From an optimization exercise on the open Yosys and OpenROAD flow, aimed at small area, a short achievable clock period and few clock cycles; shortcuts taken in it are not production practice.
In this exercise RTL edits were held to simulation tests only and were not proved equivalent to the original.
Power is estimated from default activity; no workload was simulated.

### flow/config.mk
export PLATFORM = sky130hd
export DESIGN_NAME = hexsum
export DESIGN_NICKNAME = hexsum
export VERILOG_FILES = /design/flow/design.v
export SDC_FILE = /design/flow/constraint.sdc
export NUM_CORES = 4
export LEC_CHECK = 0
export CAP_MARGIN = 20
export CORE_MARGIN = 2
export CORE_UTILIZATION = 40
export SETUP_SLACK_MARGIN = 0.6
export SLEW_MARGIN = 20
### flow/constraint.sdc
create_clock -name core_clock -period 9.0 [get_ports {clk}]
set_input_delay 1.8000 -clock core_clock [delete_from_list [all_inputs] [get_ports {clk}]]
set_output_delay 1.8000 -clock core_clock [all_outputs]
set_load 0.01 [all_outputs]
### flow/design.v
module hexsum (
    input  wire        clk,
    input  wire        rst,
    input  wire        cmd_valid,
    output wire        cmd_ready,
    input  wire [39:0] cmd_word,
    input  wire [9:0]  cmd_len,
    input  wire        in_valid,
    output wire        in_ready,
    input  wire [7:0]  in_data,
    output wire        rsp_valid,
    input  wire        rsp_ready,
    output reg  [3:0]  rsp_status,
    output reg  [31:0] rsp_value,
    output reg  [9:0]  rsp_len,
    output wire        out_valid,
    input  wire        out_ready,
    output reg  [7:0]  out_data
);
    localparam [3:0] OP_HEXENC = 4'h1, OP_HEXDEC = 4'h2, OP_BYTENC = 4'h3,
                     OP_BYTDEC = 4'h4, OP_CSCLR  = 4'h5, OP_CSADD  = 4'h6,
                     OP_CSRD   = 4'h7, OP_CSCHK  = 4'h8, OP_RDSTAT = 4'h9;
    localparam [3:0] ST_OK = 4'd0, ST_INVARG = 4'd1, ST_INVREC = 4'd5,
                     ST_CSMISM = 4'd6, ST_OVFL = 4'd8;
    localparam [2:0] S_CMD = 3'd0, S_PAY = 3'd1, S_EXEC = 3'd2,
                     S_RSP = 3'd3, S_OUT = 3'd4;
    reg [2:0]  state;
    reg [7:0]  acc;
    reg [3:0]  last;
    reg [3:0]  op;
    reg [3:0]  arg;
    reg [31:0] data;
    reg [9:0]  len;
    reg        illegal;
    reg [9:0]  cnt;         
    reg [31:0] dec_val;     
    reg        bad;         
    reg [3:0]  hi_nib;      
    reg [7:0]  wptr;        
    reg [7:0]  buffer [0:254];
    reg [9:0]  ocnt;        
    function [7:0] hexchar;
        input [3:0] n;
        hexchar = (n < 4'd10) ? (8'h30 + {4'd0, n}) : (8'h37 + {4'd0, n});
    endfunction
    function is_hex;
        input [7:0] c;
        is_hex = (c >= 8'h30 && c <= 8'h39) || (c >= 8'h41 && c <= 8'h46);
    endfunction
    function [3:0] hexval;
        input [7:0] c;
        hexval = (c <= 8'h39) ? c[3:0] : (c[3:0] + 4'd9);
    endfunction
    wire [3:0]  c_op   = cmd_word[39:36];
    wire [3:0]  c_arg  = cmd_word[35:32];
    wire [31:0] c_data = cmd_word[31:0];
    reg c_illegal;
    always @* begin
        case (c_op)
            OP_HEXENC: c_illegal = (c_arg > 4'd8) || (cmd_len != 10'd0);
            OP_HEXDEC: c_illegal = (c_arg != 4'd0) || (c_data != 32'd0) || (cmd_len > 10'd8);
            OP_BYTENC: c_illegal = (c_arg != 4'd0) || (c_data != 32'd0) || (cmd_len > 10'd255);
            OP_BYTDEC: c_illegal = (c_arg != 4'd0) || (c_data != 32'd0) || (cmd_len > 10'd510);
            OP_CSCLR,
            OP_RDSTAT: c_illegal = (c_arg != 4'd0) || (c_data != 32'd0) || (cmd_len != 10'd0);
            OP_CSADD:  c_illegal = (c_arg != 4'd0) || (c_data[31:8] != 24'd0) || (cmd_len != 10'd0);
            OP_CSRD:   c_illegal = (c_arg != 4'd1 && c_arg != 4'd2) || (c_data != 32'd0) || (cmd_len != 10'd0);
            OP_CSCHK:  c_illegal = (c_arg != 4'd1 && c_arg != 4'd2) || (c_data[31:8] != 24'd0) || (cmd_len != 10'd0);
            default:   c_illegal = 1'b1;
        endcase
    end
    assign cmd_ready = (state == S_CMD);
    assign in_ready  = (state == S_PAY);
    assign rsp_valid = (state == S_RSP);
    assign out_valid = (state == S_OUT);
    wire cmd_fire = cmd_valid & cmd_ready;
    wire in_fire  = in_valid & in_ready;
    wire rsp_fire = rsp_valid & rsp_ready;
    wire out_fire = out_valid & out_ready;
    wire [7:0] cs_twos = 8'd0 - acc;
    wire [7:0] cs_ones = ~acc;
    wire [7:0] cs_sel  = (arg == 4'd1) ? cs_twos : cs_ones;
    reg hexenc_ovfl;
    always @* begin
        case (arg)
            4'd0:    hexenc_ovfl = (data != 32'd0);
            4'd1:    hexenc_ovfl = (data[31:4]  != 28'd0);
            4'd2:    hexenc_ovfl = (data[31:8]  != 24'd0);
            4'd3:    hexenc_ovfl = (data[31:12] != 20'd0);
            4'd4:    hexenc_ovfl = (data[31:16] != 16'd0);
            4'd5:    hexenc_ovfl = (data[31:20] != 12'd0);
            4'd6:    hexenc_ovfl = (data[31:24] != 8'd0);
            4'd7:    hexenc_ovfl = (data[31:28] != 4'd0);
            default: hexenc_ovfl = 1'b0;
        endcase
    end
    reg [3:0]  x_status;
    reg [31:0] x_value;
    reg [9:0]  x_len;
    always @* begin
        x_status = ST_OK;
        x_value  = 32'd0;
        x_len    = 10'd0;
        if (illegal) begin
            x_status = ST_INVARG;
        end else begin
            case (op)
                OP_HEXENC: if (hexenc_ovfl) x_status = ST_OVFL;
                           else             x_len    = {6'd0, arg};
                OP_HEXDEC: if (bad) x_status = ST_INVREC;
                           else     x_value  = dec_val;
                OP_BYTENC: x_len = {len[8:0], 1'b0};
                OP_BYTDEC: if (bad || len[0]) x_status = ST_INVREC;
                           else               x_len    = {1'b0, len[9:1]};
                OP_CSRD:   x_value = {24'd0, cs_sel};
                OP_CSCHK:  if (cs_sel != data[7:0]) x_status = ST_CSMISM;
                OP_RDSTAT: x_value = {28'd0, last};
                default: ;
            endcase
        end
    end
    wire [3:0] enc_idx  = arg[3:0] - 4'd1 - ocnt[3:0];
    wire [3:0] enc_nib  = data[{enc_idx[2:0], 2'b00} +: 4];
    wire [7:0] buf_byte = (op == OP_BYTENC) ? buffer[ocnt[8:1]] : buffer[ocnt[7:0]];
    wire [3:0] buf_nib  = ocnt[0] ? buf_byte[3:0] : buf_byte[7:4];
    always @* begin
        case (op)
            OP_HEXENC: out_data = hexchar(enc_nib);
            OP_BYTENC: out_data = hexchar(buf_nib);
            default:   out_data = buf_byte;
        endcase
    end
    always @(posedge clk) begin
        if (rst) begin
            state <= S_CMD;
            acc   <= 8'd0;
            last  <= ST_OK;
        end else begin
            case (state)
                S_CMD: if (cmd_fire) begin
                    op      <= c_op;
                    arg     <= c_arg;
                    data    <= c_data;
                    len     <= cmd_len;
                    illegal <= c_illegal;
                    cnt     <= 10'd0;
                    dec_val <= 32'd0;
                    bad     <= 1'b0;
                    wptr    <= 8'd0;
                    state   <= (cmd_len != 10'd0) ? S_PAY : S_EXEC;
                end
                S_PAY: if (in_fire) begin
                    if (!illegal) begin
                        case (op)
                            OP_HEXDEC: begin
                                dec_val <= {dec_val[27:0], hexval(in_data)};
                                if (!is_hex(in_data)) bad <= 1'b1;
                            end
                            OP_BYTENC: begin
                                buffer[wptr] <= in_data;
                                wptr <= wptr + 8'd1;
                            end
                            OP_BYTDEC: begin
                                if (!is_hex(in_data)) bad <= 1'b1;
                                if (!cnt[0]) begin
                                    hi_nib <= hexval(in_data);
                                end else begin
                                    buffer[wptr] <= {hi_nib, hexval(in_data)};
                                    wptr <= wptr + 8'd1;
                                end
                            end
                            default: ;
                        endcase
                    end
                    cnt <= cnt + 10'd1;
                    if (cnt == len - 10'd1) state <= S_EXEC;
                end
                S_EXEC: begin
                    rsp_status <= x_status;
                    rsp_value  <= x_value;
                    rsp_len    <= x_len;
                    ocnt       <= 10'd0;
                    if (!(op == OP_RDSTAT && x_status == ST_OK)) last <= x_status;
                    if (x_status == ST_OK) begin
                        if (op == OP_CSCLR) acc <= 8'd0;
                        if (op == OP_CSADD) acc <= acc + data[7:0];
                    end
                    state <= S_RSP;
                end
                S_RSP: if (rsp_fire) begin
                    state <= (rsp_len != 10'd0) ? S_OUT : S_CMD;
                end
                S_OUT: if (out_fire) begin
                    ocnt <= ocnt + 10'd1;
                    if (ocnt == rsp_len - 10'd1) state <= S_CMD;
                end
                default: state <= S_CMD;
            endcase
        end
    end
endmodule
### flow/run.sh
#!/bin/bash
# synth_recipe.tcl (not shown) runs the flow's synth.tcl, then flattens the netlist and writes it again
# the make line also repeats each setting of config.mk as NAME=value (left out here)
make -C /OpenROAD-flow-scripts/flow DESIGN_CONFIG=/design/flow/config.mk WORK_HOME=/design/flow/orfs CLKGATE_MAP_FILE= SYNTH_SCRIPT=/design/flow/synth_recipe.tcl finish
==> impl_metrics.py <==
metrics = {
    "cts": {
        "cts.clk_slew.worst_paths_ps": 60,
        "clock_sink_count": 2226,
        "root_cell_of_the_clock_tree": "sky130_fd_sc_hd__clkbuf_16",
        "tritoncts": "built",
        "number_of_buffers_added_by_the_clock_tree_synthesis_step": 233,
        "clkLatencyLatePin_ps": 920,
        "clk_path_buf_depth": 3,
        "clock_tree.htree_level_count": 4,
    },
    "yosys": {
        "synth.yosys.warnings": 1,
        "ys_seq_elements": 2226,
        "dominantRegCellSynth": "sky130_fd_sc_hd__edfxtp_1",
        "synthesis.area_per_instance_um2": 18.3,
        "synth-edff-count": 2202,
        "mappedNetlistNets": 5956,
        "post_synth_instance_area_um2": 107000,
        "synth-seq-area-share_pct": 62.1,
        "synthArstFlopShare_pct": 0,
        "synth.lib_cells_used.distinct": 111,
        "syn-instance-count": 5868,
    },
    "timing": {
        "period_share_pct": 95.2,
        "fmaxAchievable_mhz": 117,
        "worst-slew-pin-transition_ps": 1330,
        "final-hold-violation-count": 0,
        "slew_violations": 0,
        "slew_headroom_pct": 11.3,
        "finalCriticalPeriod_ps": 8570,
        "final-setup-viol-count": 0,
        "grt_setup_unrepaired": "no",
        "final.setup_skew_ps": 60.0,
    },
    "drt": {
        "postRouteWirelength_um": 369000,
        "number_of_iterations_in_the_first_detailed_routing_pass": 6,
        "viasPerCell": 6.66,
        "drt_iter0_markers": 10926,
        "avgRoutedWirePerCell_um": 37.6,
        "route.detailed.drc": 0,
        "ant_nets": 0,
        "vias": 65351,
    },
    "cells_and_area": {
        "fill_cells": 22660,
        "drive_gt1_share_pct": 27.5,
        "final_util_pct": 44.9,
        "finalNonFillerCells": 9816,
        "final_design_area_no_fill_um2": 120000,
        "syn2layout_area_growth_pct": 11.9,
        "finalNetCount": 6140,
    },
    "die": {
        "start_util_pct": 40.1,
        "core_um2": 267000,
        "io_pins": 122,
        "die_footprint_um2": 272000,
        "core.rowCount": 190,
        "dieWidth_um": 522,
        "die_y_extent_um": 522,
    },
    "power": {
        "clock_power_share_pct": 37.6,
        "swShare_pct": 27.7,
        "switchingPower_mw": 7.13,
        "vdd_ir_drop_max_mv": 0.208,
        "power.density_nw_per_um2": 214,
        "power.total_mw": 25.7,
        "power_frac_comb_pct": 16.9,
        "seq_power_share_pct": 45.4,
        "internal-power_mw": 18.6,
        "power.leakage_nw": 37.5,
    },
    "worst_setup_path": {
        "start_kind": "register",
        "critPathCaptureType": "output port",
        "worst_path_cell_chain": "inv_2 > nand2_1 > a21oi_1 > nor4_1 > a211oi_1 > nor4_4 > nor2_2 > nor3_2 > or4b_1 > o211ai_2 > clkdlybuf4s50_1",
        "critPathTopFamily": "simple AND/OR/NAND/NOR gates",
        "top_fanout_value_on_the_critical_path": 35,
        "crit_arrival_ps": 6770,
        "slowest_cp_cell": "sky130_fd_sc_hd__a211oi_1",
        "critPathMaxStageDelay_ps": 990,
        "required_ps": 7200,
        "criticalPathCategory": "register to output port",
        "worst_path_bufs_invs": 2,
    },
    "placement": {
        "dpl.cell_count": 9333,
        "detailed_place.area_um2": 112000,
        "routabilityCongestion": 0.954,
        "io_buffers": 121,
        "dp.final_hpwl_um": 238000,
    },
    "global_route": {
        "global_route.overflow_total": 0,
        "first_global_vias": 63708,
        "globalRouteTotalUtil_pct": 26.7,
        "grt_first_pass_wirelength_um": 509000,
        "grt_start_max_net_pins": 193,
        "antenna_found_initial": 16,
    },
    "flow_run": {
        "max_cap_viol": 0,
    },
    "run_status": {
        "outcome": "complete, no violations",
    },
    "min_path": {
        "holdCritPathClass": "register to register",
    },
}
==> sequential cells by signal (all words and copies together) (netlist names), named ones only <==
register	flops
illegal	1
ocnt	10
acc	8
rsp_status	4
len	10
buffer	2040
dec_val	32
data	32
arg	4
op	4
last	4
rsp_value	32
cnt	10
rsp_len	10
state	3
hi_nib	4
wptr	8
bad	1
==> synth_stat cells, types with 12 or more instances <==
| library cell | count | area share [%] |
|---|---|---|
| sky130_fd_sc_hd__buf_8 | 14 | 0.20 |
| sky130_fd_sc_hd__nand2b_1 | 26 | 0.15 |
| sky130_fd_sc_hd__edfxtp_1 | 2202 | 62 |
| sky130_fd_sc_hd__mux4_4 | 12 | 0.28 |
| sky130_fd_sc_hd__mux2i_1 | 191 | 1.8 |
| sky130_fd_sc_hd__inv_1 | 30 | 0.10 |
| sky130_fd_sc_hd__o22ai_1 | 22 | 0.13 |
| sky130_fd_sc_hd__o21ai_0 | 62 | 0.29 |
| sky130_fd_sc_hd__nand2_1 | 271 | 0.95 |
| sky130_fd_sc_hd__mux4_2 | 896 | 19 |
| sky130_fd_sc_hd__a22oi_1 | 183 | 1.3 |
| sky130_fd_sc_hd__and2_1 | 72 | 0.42 |
| sky130_fd_sc_hd__clkbuf_1 | 112 | 0.39 |
| sky130_fd_sc_hd__ha_1 | 22 | 0.26 |
| sky130_fd_sc_hd__a21oi_1 | 130 | 0.61 |
| sky130_fd_sc_hd__a221oi_1 | 25 | 0.20 |
| sky130_fd_sc_hd__nor3_1 | 47 | 0.22 |
| sky130_fd_sc_hd__o2111ai_1 | 15 | 0.12 |
| sky130_fd_sc_hd__mux2_2 | 40 | 0.42 |
| sky130_fd_sc_hd__xnor2_1 | 35 | 0.29 |
| sky130_fd_sc_hd__buf_6 | 99 | 1.0 |
| sky130_fd_sc_hd__a32oi_1 | 27 | 0.22 |
| sky130_fd_sc_hd__buf_2 | 73 | 0.34 |
| sky130_fd_sc_hd__buf_4 | 79 | 0.55 |
| sky130_fd_sc_hd__a31oi_1 | 35 | 0.20 |
| sky130_fd_sc_hd__xor2_1 | 39 | 0.32 |
| sky130_fd_sc_hd__nand3_1 | 99 | 0.46 |
| sky130_fd_sc_hd__nor2b_1 | 30 | 0.17 |
| sky130_fd_sc_hd__nor4_1 | 36 | 0.21 |
| sky130_fd_sc_hd__or3_1 | 15 | 0.087 |
| sky130_fd_sc_hd__nand4_1 | 35 | 0.20 |
| sky130_fd_sc_hd__nor2_1 | 405 | 1.4 |
| sky130_fd_sc_hd__o211ai_1 | 23 | 0.16 |
| sky130_fd_sc_hd__o221ai_1 | 14 | 0.11 |
| sky130_fd_sc_hd__a211oi_1 | 33 | 0.23 |
| sky130_fd_sc_hd__mux4_1 | 108 | 2.6 |
| sky130_fd_sc_hd__a22o_1 | 16 | 0.13 |
| sky130_fd_sc_hd__clkbuf_8 | 29 | 0.37 |
| sky130_fd_sc_hd__dfxtp_1 | 24 | 0.45 |
| sky130_fd_sc_hd__buf_12 | 27 | 0.50 |
==> kinds of logic after synthesis <==
group	after synthesis	share of synthesized area, %
flip-flops	2226	62.1
multiplexers	1248	23.9
XOR/XNOR	74	0.604
buffers and inverters	488	3.61
adder cells (fa/ha/maj)	24	0.294
AO/OA/AOI/OAI	699	4.68
AND/OR/NAND/NOR	1109	4.82
==> tightest hold or removal path: stages, from the launching register on <==
cell                      delay, ps
sky130_fd_sc_hd__dfxtp_1        310
sky130_fd_sc_hd__nand2_1         50
sky130_fd_sc_hd__a21oi_1         50
==> metrics by stage <==
stage / hold slack, ps / worst slack (ps) / setup TNS (ps)
after floorplan: 436 / -1380 / -350660
after global placement: 442 / 855 / 0
after detailed placement: 447 / 1140 / 0
after CTS: 455 / 500 / 0
after global routing: 482 / 631 / 0
final: 456 / 430 / 0
==> path summary, 6_finish.rpt <==
check	from	to	slack, ps	cells past startpoint
max	register	out_data[0]	430	11
min	last[1]	last[1]	460	2
max reg2reg	state[0]	buffer[118][3]	4010	9
min reg2reg	last[1]	last[1]	460	2
==> per-layer routing <==
layer  track usage, %  routed length, um  up-vias
met5           0.0702                 71        -
met4             14.3              23800       12
met3             8.60              47900     1030
met2             39.5             162000     4675
met1             35.1             135000    34389
li1                 -                  -    25245
==> layout make-up <==
class / instances / area, um^2 / area share (%)
Sequential cell: 2226 / 66600 / 55.5
Multi-Input combinational cell: 3155 / 37300 / 31.0
Clock buffer: 275 / 6050 / 5.04
Tap cell: 3552 / 4440 / 3.70
Timing Repair Buffer: 398 / 4010 / 3.34
Clock inverter: 164 / 1520 / 1.27
Inverter: 38 / 154 / 0.128
Antenna cell: 8 / 20.0 / 0.0167
==> power by group through the flow <==
stage | Clock [mW] | Combinational [mW] | Sequential [mW]
5_1_grt | 10.1 | 4.45 | 11.7
4_1_cts | 9.75 | 4.19 | 11.7
6_report | 9.69 | 4.36 | 11.7
3_3_place_gp | 0 | 4.08 | 11.9
2_1_floorplan | 0 | 2.72 | 11.8
3_5_place_dp | 0 | 4.10 | 11.9
==> placed cells by master, fill, tap and decap left out, types with 58 or more instances in the layout <==
master                            instances
sky130_fd_sc_hd__nand2_1                261
sky130_fd_sc_hd__mux4_2                 896
sky130_fd_sc_hd__clkbuf_16              235
sky130_fd_sc_hd__edfxtp_1              2202
sky130_fd_sc_hd__mux2i_1                189
sky130_fd_sc_hd__a21oi_1                129
sky130_fd_sc_hd__o21ai_0                 58
sky130_fd_sc_hd__buf_4                  217
sky130_fd_sc_hd__a22oi_1                183
sky130_fd_sc_hd__nor2_1                 356
sky130_fd_sc_hd__nand3_1                 99
sky130_fd_sc_hd__mux4_1                 108
sky130_fd_sc_hd__and2_1                  69
sky130_fd_sc_hd__clkdlybuf4s50_1        120
==> repair_timing <==
action | CTS | global route
hold buffers | 0 | 0
endpoints found under the setup margin | 5 | 3
hold endpoints to repair | 0 | 0
pin swaps | 1 | 1
cloned | 0 | 1
buffers inserted | 17 | 13
gates resized for setup | 4 | 6
Testbench counts, summed over its fixed seeds: cycles 57,634.

## what the ideal ports hide
In the flow no input, the clock included, has a driving cell. The finished layout below was timed again as built, in two steps. Step 1, drivers: a clkbuf_16 drives clk and a buf_2 each remaining input, both assumed. Step 2 moves the port delays by t, midway between the first and last clock arrival at a register: inputs arrive t later, outputs are due t later. That takes back most of the time a late clock gives input paths. Three values: ideal, step 1, step 2; two values: the first two.
shift t [ns]: 0.990
slack for setup (ns): 0.430 / 0.335 / 1.325
hold slack, ns: 0.456 / 0.456 / 0.456
clock arrival spread, ns: 0.069 / 0.070
worst register clock-pin slew, ns: 0.07 / 0.07
After both steps this run still meets setup and hold. The setup slack of this run moves by -0.095 ns with the drivers and by +0.895 ns with both steps.
